Source: an optimization exercise on an open RTL-to-GDS flow (aim: small area and a short achievable clock period). Production flows keep margins and buffers that such runs may drop. Where RTL was checked, it was by simulation tests only, not by an equivalence proof against the original. Power and IR drop assume default switching activity.

## old
==> flow/design.v (excerpt) <==
module rtp_rx_check (
    input  wire        clk,
    input  wire        rst,
    input  wire        in_valid,
    input  wire [63:0] in_data,
    input  wire        in_last,
    input  wire [2:0]  in_nbytes,
    output wire        out_valid,
    output wire        out_hdr,
    output wire        out_ok,
    output wire [31:0] out_type,
    output wire [31:0] out_seq,
    output wire [31:0] out_len,
    output wire [31:0] out_csum,
    output wire [15:0] out_sum,
    output wire [10:0] out_plen,
    output wire [11:0] out_flen
);
Size: roughly 880 cells after synthesis, about 240 I/O pins, roughly 0.011 mm2 of cells after synthesis.
==> module rtp_rx_check, before the edit <==
module rtp_rx_check (
    input  wire        clk,
    input  wire        rst,
    input  wire        in_valid,
    input  wire [63:0] in_data,
    input  wire        in_last,
    input  wire [2:0]  in_nbytes,
    output wire        out_valid,
    output wire        out_hdr,
    output wire        out_ok,
    output wire [31:0] out_type,
    output wire [31:0] out_seq,
    output wire [31:0] out_len,
    output wire [31:0] out_csum,
    output wire [15:0] out_sum,
    output wire [10:0] out_plen,
    output wire [11:0] out_flen
);
    reg         first;
    reg         ph_b1;
    reg         ph_pl;
    reg         ph_past;
    reg         fin;         
    reg  [11:0] flen;        
    reg  [10:0] room;        
    reg  [7:0]  kmask;       
    reg         lim;         
    reg  [15:0] acc_s;       
    reg  [15:0] acc_c;
    reg  [31:0] f_type;
    reg  [31:0] f_seq;
    reg  [31:0] f_len;
    reg  [31:0] f_csum;
    wire        full     = ~in_last | (in_nbytes == 3'd0);
    wire [3:0]  nb       = full ? 4'd8 : {1'b0, in_nbytes};
    reg  [7:0]  keep;
    reg  [63:0] masked;
    integer     j;
    always @* begin
        for (j = 0; j < 8; j = j + 1) begin
            keep[j] = in_valid & kmask[j] & (full | (in_nbytes > j));
            masked[63 - 8*j -: 8] = keep[j] ? in_data[63 - 8*j -: 8] : 8'h00;
        end
    end
    function [31:0] csa;
        input [15:0] a, b, c;
        reg   [15:0] m;
        begin
            m   = (a & b) | (a & c) | (b & c);
            csa = {m[14:0], m[15], a ^ b ^ c};
        end
    endfunction
    function [7:0] thermo;
        input [10:0] n;
        integer i;
        begin
            for (i = 0; i < 8; i = i + 1)
                thermo[i] = (n > i);
        end
    endfunction
    wire [15:0] s_in = first ? 16'd0 : acc_s;
    wire [15:0] c_in = first ? 16'd0 : acc_c;
    wire [31:0] l1a  = csa(masked[63:48], masked[47:32], masked[31:16]);
    wire [31:0] l1b  = csa(masked[15:0], s_in, c_in);
    wire [31:0] l2   = csa(l1a[15:0], l1a[31:16], l1b[15:0]);
    wire [31:0] l3   = csa(l2[15:0], l2[31:16], l1b[31:16]);
    wire [10:0] len_sat  = (|in_data[63:43]) ? 11'h7FF : in_data[42:32];
    wire [10:0] room_dec = (|room[10:3]) ? room - 11'd8 : 11'd0;
    wire        pl_end   = (flen[10:3] == 8'hFF);     
    wire [11:0] base     = first ? 12'd0 : flen;
    wire [8:0]  base_inc = base[11:3] + 9'd1;
    always @(posedge clk) begin
        if (rst) begin
            first   <= 1'b1;
            ph_b1   <= 1'b0;
            ph_pl   <= 1'b0;
            ph_past <= 1'b0;
            kmask   <= 8'hFF;
            fin     <= 1'b0;
        end else begin
            fin <= in_valid & in_last;
            if (in_valid) begin
                first   <= in_last;
                ph_b1   <= ~in_last & first;
                ph_pl   <= ~in_last & (ph_b1 | (ph_pl & ~pl_end));
                ph_past <= ~in_last & (ph_past | (ph_pl & pl_end));
                if (in_last)
                    kmask <= 8'hFF;
                else if (first)
                    kmask <= 8'h0F;                      
                else if (ph_b1)
                    kmask <= thermo(len_sat);
                else if (ph_pl & ~pl_end)
                    kmask <= thermo(room_dec);
                else
                    kmask <= 8'h00;
            end
        end
        acc_s <= l3[15:0];
        acc_c <= l3[31:16];
        if (in_valid) begin
            if (!ph_past)
                flen <= full ? {base_inc, 3'b000} : {base[11:3], in_nbytes};
            if (first) begin
                f_type <= in_data[63:32];
                f_seq  <= in_data[31:0];
            end
            if (ph_b1) begin
                f_len  <= in_data[63:32];
                f_csum <= in_data[31:0];
                room   <= len_sat;
            end
            if (ph_pl)
                room   <= room_dec;
            lim <= ~ph_b1 && (room[10:4] == 7'd0) && (room[3:0] <= (ph_past ? 4'd0 : nb));
        end
    end
    wire [15:0] g0 = acc_s & acc_c;
    wire [15:0] p0 = acc_s ^ acc_c;
    reg  [15:0] gp, pp;
    integer     k, d;
    always @* begin
        gp = g0;
        pp = p0;
        for (d = 1; d < 16; d = d * 2)
            for (k = 15; k >= d; k = k - 1) begin
                gp[k] = gp[k] | (pp[k] & gp[k - d]);
                pp[k] = pp[k] & pp[k - d];
            end
    end
    wire [15:0] cy  = {gp[14:0] | (pp[14:0] & {15{gp[15]}}), gp[15]};
    wire [15:0] sum = ~(p0 ^ cy);
    wire [31:0] vu    = csa(acc_s, acc_c, f_csum[15:0]);
    wire        z_sc  = ~|{acc_s, acc_c};
    wire        z_mod = (vu[15:0] == ~vu[31:16]) | ~|vu | &vu;
    wire        cs_lo0 = ~|f_csum[15:0];
    wire        cs_lo1 = &f_csum[15:0];
    wire        hdr   = |flen[11:4];
    wire [11:0] avail = flen - 12'd16;
    assign out_valid = fin;
    assign out_hdr   = hdr;
    assign out_ok    = hdr & ~|f_csum[31:16] & z_mod & ~(z_sc & cs_lo0) & ~(~z_sc & cs_lo1);
    assign out_type  = f_type;
    assign out_seq   = f_seq;
    assign out_len   = f_len;
    assign out_csum  = f_csum;
    assign out_sum   = sum;
    assign out_plen  = lim ? f_len[10:0] : avail[10:0];
    assign out_flen  = flen;
endmodule
Settings: LEC_CHECK=0, CAP_MARGIN=20, CORE_MARGIN=2, CORE_UTILIZATION=40, PLACE_DENSITY=0.6, SLEW_MARGIN=20; clock period 7.0 ns.
standard.sh (not shown) runs the stock make flow with config.mk's settings and CLKGATE_MAP_FILE= SYNTH_SCRIPT=/design/flow/synth_recipe.tcl, a recipe that flattens the netlist after the stock synthesis.
==> flow/flow/run.sh <==
#!/bin/bash
bash standard.sh finish BUFFER_PORTS_ARGS="-buffer_cell sky130_fd_sc_hd__buf_2" > standard.log 2>&1
> inputs changed (old -> new)
==> flow/design.v <==
module rtp_rx_check (
    input  wire        clk,
    input  wire        rst,
    input  wire        in_valid,
    input  wire [63:0] in_data,
    input  wire        in_last,
    input  wire [2:0]  in_nbytes,
    output wire        out_valid,
    output wire        out_hdr,
    output wire        out_ok,
    output wire [31:0] out_type,
    output wire [31:0] out_seq,
    output wire [31:0] out_len,
    output wire [31:0] out_csum,
    output wire [15:0] out_sum,
    output wire [10:0] out_plen,
    output wire [11:0] out_flen
);
    reg         first;
    reg         ph_b1;
    reg         ph_pl;
    reg         ph_past;
    reg         fin;         
    reg  [11:0] flen;        
    reg  [10:0] room;        
    reg  [7:0]  kmask;       
    reg         lim;         
    reg  [15:0] acc_p;       
    reg  [15:0] acc_g;       
    reg  [31:0] f_type;
    reg  [31:0] f_seq;
    reg  [31:0] f_len;
    reg  [31:0] f_csum;
    wire        full     = ~in_last | (in_nbytes == 3'd0);
    wire [3:0]  nb       = full ? 4'd8 : {1'b0, in_nbytes};
    reg  [7:0]  keep;
    reg  [63:0] masked;
    integer     j;
    always @* begin
        for (j = 0; j < 8; j = j + 1) begin
            keep[j] = in_valid & kmask[j] & (full | (in_nbytes > j));
            masked[63 - 8*j -: 8] = keep[j] ? in_data[63 - 8*j -: 8] : 8'h00;
        end
    end
    function [31:0] csa;
        input [15:0] a, b, c;
        reg   [15:0] m;
        begin
            m   = (a & b) | (a & c) | (b & c);
            csa = {m[14:0], m[15], a ^ b ^ c};
        end
    endfunction
    function [7:0] thermo;
        input [10:0] n;
        integer i;
        begin
            for (i = 0; i < 8; i = i + 1)
                thermo[i] = (n > i);
        end
    endfunction
    wire [15:0] s_in = first ? 16'd0 : acc_p;
    wire [15:0] c_in = first ? 16'd0 : {acc_g[14:0], acc_g[15]};
    wire [31:0] l1a  = csa(masked[63:48], masked[47:32], masked[31:16]);
    wire [31:0] l1b  = csa(masked[15:0], s_in, c_in);
    wire [31:0] l2   = csa(l1a[15:0], l1a[31:16], l1b[15:0]);
    wire [31:0] l3   = csa(l2[15:0], l2[31:16], l1b[31:16]);
    wire [10:0] len_sat  = (|in_data[63:43]) ? 11'h7FF : in_data[42:32];
    wire [10:0] room_dec = (|room[10:3]) ? room - 11'd8 : 11'd0;
    wire        pl_end   = (flen[10:3] == 8'hFF);     
    wire [11:0] base     = first ? 12'd0 : flen;
    wire [8:0]  base_inc = base[11:3] + 9'd1;
    always @(posedge clk) begin
        if (rst) begin
            first   <= 1'b1;
            ph_b1   <= 1'b0;
            ph_pl   <= 1'b0;
            ph_past <= 1'b0;
            kmask   <= 8'hFF;
            fin     <= 1'b0;
        end else begin
            fin <= in_valid & in_last;
            if (in_valid) begin
                first   <= in_last;
                ph_b1   <= ~in_last & first;
                ph_pl   <= ~in_last & (ph_b1 | (ph_pl & ~pl_end));
                ph_past <= ~in_last & (ph_past | (ph_pl & pl_end));
                if (in_last)
                    kmask <= 8'hFF;
                else if (first)
                    kmask <= 8'h0F;                      
                else if (ph_b1)
                    kmask <= thermo(len_sat);
                else if (ph_pl & ~pl_end)
                    kmask <= thermo(room_dec);
                else
                    kmask <= 8'h00;
            end
        end
        acc_p <= l3[15:0] ^ l3[31:16];
        acc_g <= l3[15:0] & l3[31:16];
        if (in_valid) begin
            if (!ph_past)
                flen <= full ? {base_inc, 3'b000} : {base[11:3], in_nbytes};
            if (first) begin
                f_type <= in_data[63:32];
                f_seq  <= in_data[31:0];
            end
            if (ph_b1) begin
                f_len  <= in_data[63:32];
                f_csum <= in_data[31:0];
                room   <= len_sat;
            end
            if (ph_pl)
                room   <= room_dec;
            lim <= ~ph_b1 && (room[10:4] == 7'd0) && (room[3:0] <= (ph_past ? 4'd0 : nb));
        end
    end
    reg  [15:0] gp, pp, gn, pn;
    integer     k, d;
    always @* begin
        gp = acc_g;
        pp = acc_p;
        for (d = 1; d < 16; d = d * 2) begin
            for (k = 0; k < 16; k = k + 1) begin
                gn[k] = gp[k] | (pp[k] & gp[(k + 16 - d) % 16]);
                pn[k] = pp[k] & pp[(k + 16 - d) % 16];
            end
            gp = gn;
            pp = pn;
        end
    end
    wire [15:0] sum = ~(acc_p ^ {gp[14:0], gp[15]});
    wire [31:0] vu    = csa(acc_p, {acc_g[14:0], acc_g[15]}, f_csum[15:0]);
    wire        z_sc  = ~|{acc_p, acc_g};
    wire        z_mod = (vu[15:0] == ~vu[31:16]) | ~|vu | &vu;
    wire        cs_lo0 = ~|f_csum[15:0];
    wire        cs_lo1 = &f_csum[15:0];
    wire        hdr   = |flen[11:4];
    wire [11:0] avail = flen - 12'd16;
    assign out_valid = fin;
    assign out_hdr   = hdr;
    assign out_ok    = hdr & ~|f_csum[31:16] & z_mod & ~(z_sc & cs_lo0) & ~(~z_sc & cs_lo1);
    assign out_type  = f_type;
    assign out_seq   = f_seq;
    assign out_len   = f_len;
    assign out_csum  = f_csum;
    assign out_sum   = sum;
    assign out_plen  = lim ? f_len[10:0] : avail[10:0];
    assign out_flen  = flen;
endmodule
new ended up with a higher power than old did. Going from old to new, synthesized cell count rose by 134, final cycle utilization of the critical path fell by 3.3 points, total leakage power rose by about 9%, mean post-synth cell area fell by 7.5%, iteration count of the initial detailed-routing pass rose by 2. Taking old as the reference, in new met1 usage rose 3.4 points, cell depth of the worst setup path fell 3, register area share after synthesis fell 3.2 points, total length of routed met3 wires rose about 70%. In new relative to old, first-pass GRT wire length had gone up by a little under 10%. Of new and old, it is new that has the higher worst-case setup margin in the final layout. The die area in new sits about 6.4% above the value recorded for old.
No functional check of the RTL was part of any run of this note.

== JK ==
Another version of the RTL of rtp_rx_check (not shown whole).
Size: about 190 flip-flops, about 240 I/O pins.
==> module rtp_rx_check, before the edit <==
module rtp_rx_check (
    input  wire        clk,
    input  wire        rst,
    input  wire        in_valid,
    input  wire [63:0] in_data,
    input  wire        in_last,
    input  wire [2:0]  in_nbytes,
    output wire        out_valid,
    output wire        out_hdr,
    output wire        out_ok,
    output wire [31:0] out_type,
    output wire [31:0] out_seq,
    output wire [31:0] out_len,
    output wire [31:0] out_csum,
    output wire [15:0] out_sum,
    output wire [10:0] out_plen,
    output wire [11:0] out_flen
);
    reg         first;
    reg         ph_b1;
    reg         ph_pl;
    reg         ph_past;
    reg         fin;         
    reg  [11:0] flen;        
    reg  [10:0] room;        
    reg         lim;         
    reg  [15:0] acc_s;       
    reg  [15:0] acc_c;
    reg  [31:0] f_type;
    reg  [31:0] f_seq;
    reg  [31:0] f_len;
    reg  [31:0] f_csum;
    wire        full     = ~in_last | (in_nbytes == 3'd0);
    wire [3:0]  nb       = full ? 4'd8 : {1'b0, in_nbytes};
    wire        room_all = |room[10:3];
    reg  [7:0]  kb, lb;
    reg  [63:0] masked;
    integer     j;
    always @* begin
        for (j = 0; j < 8; j = j + 1) begin
            kb[j] = in_valid & (first | (ph_b1 & (j < 4)) | (ph_pl & (room_all | (room[2:0] > j))));
            lb[j] = ~in_last | (in_nbytes == 3'd0) | (in_nbytes > j);
            masked[63 - 8*j -: 8] = in_data[63 - 8*j -: 8] & {8{kb[j]}} & {8{lb[j]}};
        end
    end
    function [31:0] csa;
        input [15:0] a, b, c;
        reg   [15:0] h, m;
        begin
            h   = a ^ b;
            m   = (a & b) | (c & h);
            csa = {m[14:0], m[15], h ^ c};
        end
    endfunction
    wire [15:0] s_in = first ? 16'd0 : acc_s;
    wire [15:0] c_in = first ? 16'd0 : acc_c;
    wire [31:0] l1a  = csa(masked[63:48], masked[47:32], masked[31:16]);
    wire [31:0] l1b  = csa(masked[15:0], s_in, c_in);
    wire [31:0] l2   = csa(l1a[15:0], l1a[31:16], l1b[15:0]);
    wire [31:0] l3   = csa(l2[15:0], l2[31:16], l1b[31:16]);
    wire [10:0] len_sat  = (|in_data[63:43]) ? 11'h7FF : in_data[42:32];
    wire [10:0] room_dec = room_all ? room - 11'd8 : 11'd0;
    wire        pl_end   = (flen[10:3] == 8'hFF);     
    wire [11:0] base     = first ? 12'd0 : flen;
    wire [8:0]  base_inc = base[11:3] + 9'd1;
    always @(posedge clk) begin
        if (rst) begin
            first   <= 1'b1;
            ph_b1   <= 1'b0;
            ph_pl   <= 1'b0;
            ph_past <= 1'b0;
            fin     <= 1'b0;
        end else begin
            fin <= in_valid & in_last;
            if (in_valid) begin
                first   <= in_last;
                ph_b1   <= ~in_last & first;
                ph_pl   <= ~in_last & (ph_b1 | (ph_pl & ~pl_end));
                ph_past <= ~in_last & (ph_past | (ph_pl & pl_end));
            end
        end
        acc_s <= l3[15:0];
        acc_c <= l3[31:16];
        if (in_valid) begin
            if (!ph_past)
                flen <= full ? {base_inc, 3'b000} : {base[11:3], in_nbytes};
            if (first) begin
                f_type <= in_data[63:32];
                f_seq  <= in_data[31:0];
            end
            if (ph_b1) begin
                f_len  <= in_data[63:32];
                f_csum <= in_data[31:0];
                room   <= len_sat;
            end
            if (ph_pl)
                room   <= room_dec;
            lim <= ~ph_b1 && (room[10:4] == 7'd0) && (room[3:0] <= (ph_past ? 4'd0 : nb));
        end
    end
    wire [15:0] g0 = acc_s & acc_c;
    wire [15:0] p0 = acc_s ^ acc_c;
    reg  [15:0] gp, pp, gn, pn;
    integer     k, d;
    always @* begin
        gp = g0;
        pp = p0;
        for (d = 1; d < 16; d = d * 2) begin
            for (k = 0; k < 16; k = k + 1) begin
                gn[k] = gp[k] | (pp[k] & gp[(k + 16 - d) % 16]);
                pn[k] = pp[k] & pp[(k + 16 - d) % 16];
            end
            gp = gn;
            pp = pn;
        end
    end
    wire [15:0] sum = ~(p0 ^ {gp[14:0], gp[15]});
    wire [31:0] vu     = csa(acc_s, acc_c, f_csum[15:0]);
    wire        z_mod  = &(vu[15:0] ^ vu[31:16]);
    wire        z_sc   = ~|{acc_s, acc_c};
    wire        cs_lo1 = &f_csum[15:0];
    wire        hdr   = |flen[11:4];
    wire [11:0] avail = flen - 12'd16;
    assign out_valid = fin;
    assign out_hdr   = hdr;
    assign out_ok    = hdr & ~|f_csum[31:16] & z_mod & (z_sc | ~cs_lo1);
    assign out_type  = f_type;
    assign out_seq   = f_seq;
    assign out_len   = f_len;
    assign out_csum  = f_csum;
    assign out_sum   = sum;
    assign out_plen  = lim ? f_len[10:0] : avail[10:0];
    assign out_flen  = flen;
endmodule
==> flow/config.mk <==
export PLATFORM = sky130hd
export DESIGN_NAME = rtp_rx_check
export DESIGN_NICKNAME = rtp_rx_check
export VERILOG_FILES = /design/flow/design.v
export SDC_FILE = /design/flow/constraint.sdc
export NUM_CORES = 4
export LEC_CHECK = 0
export CAP_MARGIN = 20
export CORE_MARGIN = 2
export CORE_UTILIZATION = 40
export CTS_BUF_LIST = sky130_fd_sc_hd__clkbuf_8
export CTS_CLUSTER_SIZE = 30
export PLACE_DENSITY = 0.6
export SETUP_SLACK_MARGIN = 2.6
export SLEW_MARGIN = 20
==> flow/constraint.sdc <==
create_clock -name core_clock -period 7.0 [get_ports {clk}]
set_input_delay 1.4000 -clock core_clock [delete_from_list [all_inputs] [get_ports {clk}]]
set_output_delay 1.4000 -clock core_clock [all_outputs]
set_load 0.01 [all_outputs]
==> flow/flow/run.sh <==
#!/bin/bash
bash standard.sh finish BUFFER_PORTS_ARGS="-buffer_cell sky130_fd_sc_hd__buf_1" > standard.log 2>&1
Inputs modified between JK and MS:
-- flow/design.v --
<<< JK, line 25
    reg  [10:0] room;        
    reg         lim;         
    reg  [15:0] acc_s;       
    reg  [15:0] acc_c;
    reg  [31:0] f_type;
    reg  [31:0] f_seq;
>>> MS, line 25
    reg  [10:0] room;        
    reg         lim;         
    reg  [15:0] acc;         
    reg  [3:0]  acc_k;       
    reg  [31:0] f_type;
    reg  [31:0] f_seq;
<<< JK, line 53
        end
    endfunction
    wire [15:0] s_in = first ? 16'd0 : acc_s;
    wire [15:0] c_in = first ? 16'd0 : acc_c;
    wire [31:0] l1a  = csa(masked[63:48], masked[47:32], masked[31:16]);
    wire [31:0] l1b  = csa(masked[15:0], s_in, c_in);
    wire [31:0] l2   = csa(l1a[15:0], l1a[31:16], l1b[15:0]);
    wire [31:0] l3   = csa(l2[15:0], l2[31:16], l1b[31:16]);
    wire [10:0] len_sat  = (|in_data[63:43]) ? 11'h7FF : in_data[42:32];
    wire [10:0] room_dec = room_all ? room - 11'd8 : 11'd0;
>>> MS, line 53
        end
    endfunction
    function [15:0] kvec;
        input [3:0] k;
        kvec = {3'b000, k[3], 3'b000, k[2], 3'b000, k[1], 3'b000, k[0]};
    endfunction
    wire [15:0] s_in = first ? 16'd0 : acc;
    wire [15:0] c_in = first ? 16'd0 : kvec(acc_k);
    wire [31:0] l1a  = csa(masked[63:48], masked[47:32], masked[31:16]);
    wire [31:0] l1b  = csa(masked[15:0], s_in, c_in);
    wire [31:0] l2   = csa(l1a[15:0], l1a[31:16], l1b[15:0]);
    wire [31:0] l3   = csa(l2[15:0], l2[31:16], l1b[31:16]);
    wire [4:0]  g0s = l3[3:0]   + l3[19:16];
    wire [4:0]  g1s = l3[7:4]   + l3[23:20];
    wire [4:0]  g2s = l3[11:8]  + l3[27:24];
    wire [4:0]  g3s = l3[15:12] + l3[31:28];
    wire [10:0] len_sat  = (|in_data[63:43]) ? 11'h7FF : in_data[42:32];
    wire [10:0] room_dec = room_all ? room - 11'd8 : 11'd0;
<<< JK, line 80
            end
        end
        acc_s <= l3[15:0];
        acc_c <= l3[31:16];
        if (in_valid) begin
            if (!ph_past)
>>> MS, line 88
            end
        end
        acc   <= {g3s[3:0], g2s[3:0], g1s[3:0], g0s[3:0]};
        acc_k <= {g2s[4], g1s[4], g0s[4], g3s[4]};
        if (in_valid) begin
            if (!ph_past)
<<< JK, line 99
        end
    end
    wire [15:0] g0 = acc_s & acc_c;
    wire [15:0] p0 = acc_s ^ acc_c;
    reg  [15:0] gp, pp, gn, pn;
    integer     k, d;
>>> MS, line 107
        end
    end
    wire [15:0] kv = kvec(acc_k);
    wire [15:0] g0 = acc & kv;
    wire [15:0] p0 = acc ^ kv;
    reg  [15:0] gp, pp, gn, pn;
    integer     k, d;
<<< JK, line 116
    end
    wire [15:0] sum = ~(p0 ^ {gp[14:0], gp[15]});
    wire [31:0] vu     = csa(acc_s, acc_c, f_csum[15:0]);
    wire        z_mod  = &(vu[15:0] ^ vu[31:16]);
    wire        z_sc   = ~|{acc_s, acc_c};
    wire        cs_lo1 = &f_csum[15:0];
    wire        hdr   = |flen[11:4];
>>> MS, line 125
    end
    wire [15:0] sum = ~(p0 ^ {gp[14:0], gp[15]});
    wire [31:0] vu     = csa(acc, kv, f_csum[15:0]);
    wire        z_mod  = &(vu[15:0] ^ vu[31:16]);
    wire        z_sc   = ~|{acc, acc_k};
    wire        cs_lo1 = &f_csum[15:0];
    wire        hdr   = |flen[11:4];
==> results.txt <==
In the reports, the flip-flop count of MS falls short of that of JK. JK -> MS: number of failing setup endpoints in the final timing report delta 0, exact match. Taking JK as the reference point, the total core area of MS falls by 4.3%. Per the comparison of MS with JK, met1 usage in global routing saw a decrease, fraction of the cycle the final worst path needs saw an increase, ratio of cells with drive above 1 in the final layout saw an increase, pin count of the biggest net entering global routing saw little to no change. MS vs JK: global routing usage summed across all routing layers down in MS. Relative to JK, wire length of the first global-routing pass has decreased by 2900 um in MS.
Only the layout flow was run in MS; the RTL was not checked for function there.

separate check: timing with driven ports:
In the flow no input, the clock included, has a driving cell. The finished layouts below were timed again as built, in two steps.
Step 1 sets driving cells, clkbuf_16 on the clock port and buf_2 on the other inputs (assumed; they add their load-dependent delay and slew).
Step 2 adds t to the input delays and takes it off the output delays; t is the mean of the earliest and latest rising clock arrival at the registers after step 1. Input paths then give back, and output paths get back, about the clock's delay inside the block.
Three values: ideal, step 1, step 2; two values: the first two.
run	shift t [ns]	setup slack, ns	worst hold slack (ns)
old	0.478	2.286 / 2.240 / 2.106	0.499 / 0.499 / 0.499
new	0.486	2.515 / 2.466 / 2.081	0.504 / 0.504 / 0.504
JK	0.506	2.727 / 2.743 / 2.237	0.566 / 0.566 / 0.566
MS	0.504	2.486 / 2.460 / 1.956	0.576 / 0.576 / 0.576
After both steps every run listed still meets setup and hold. For MS, which loses most, drivers alone change the setup slack by -0.026 ns; drivers and shift together by -0.530 ns.
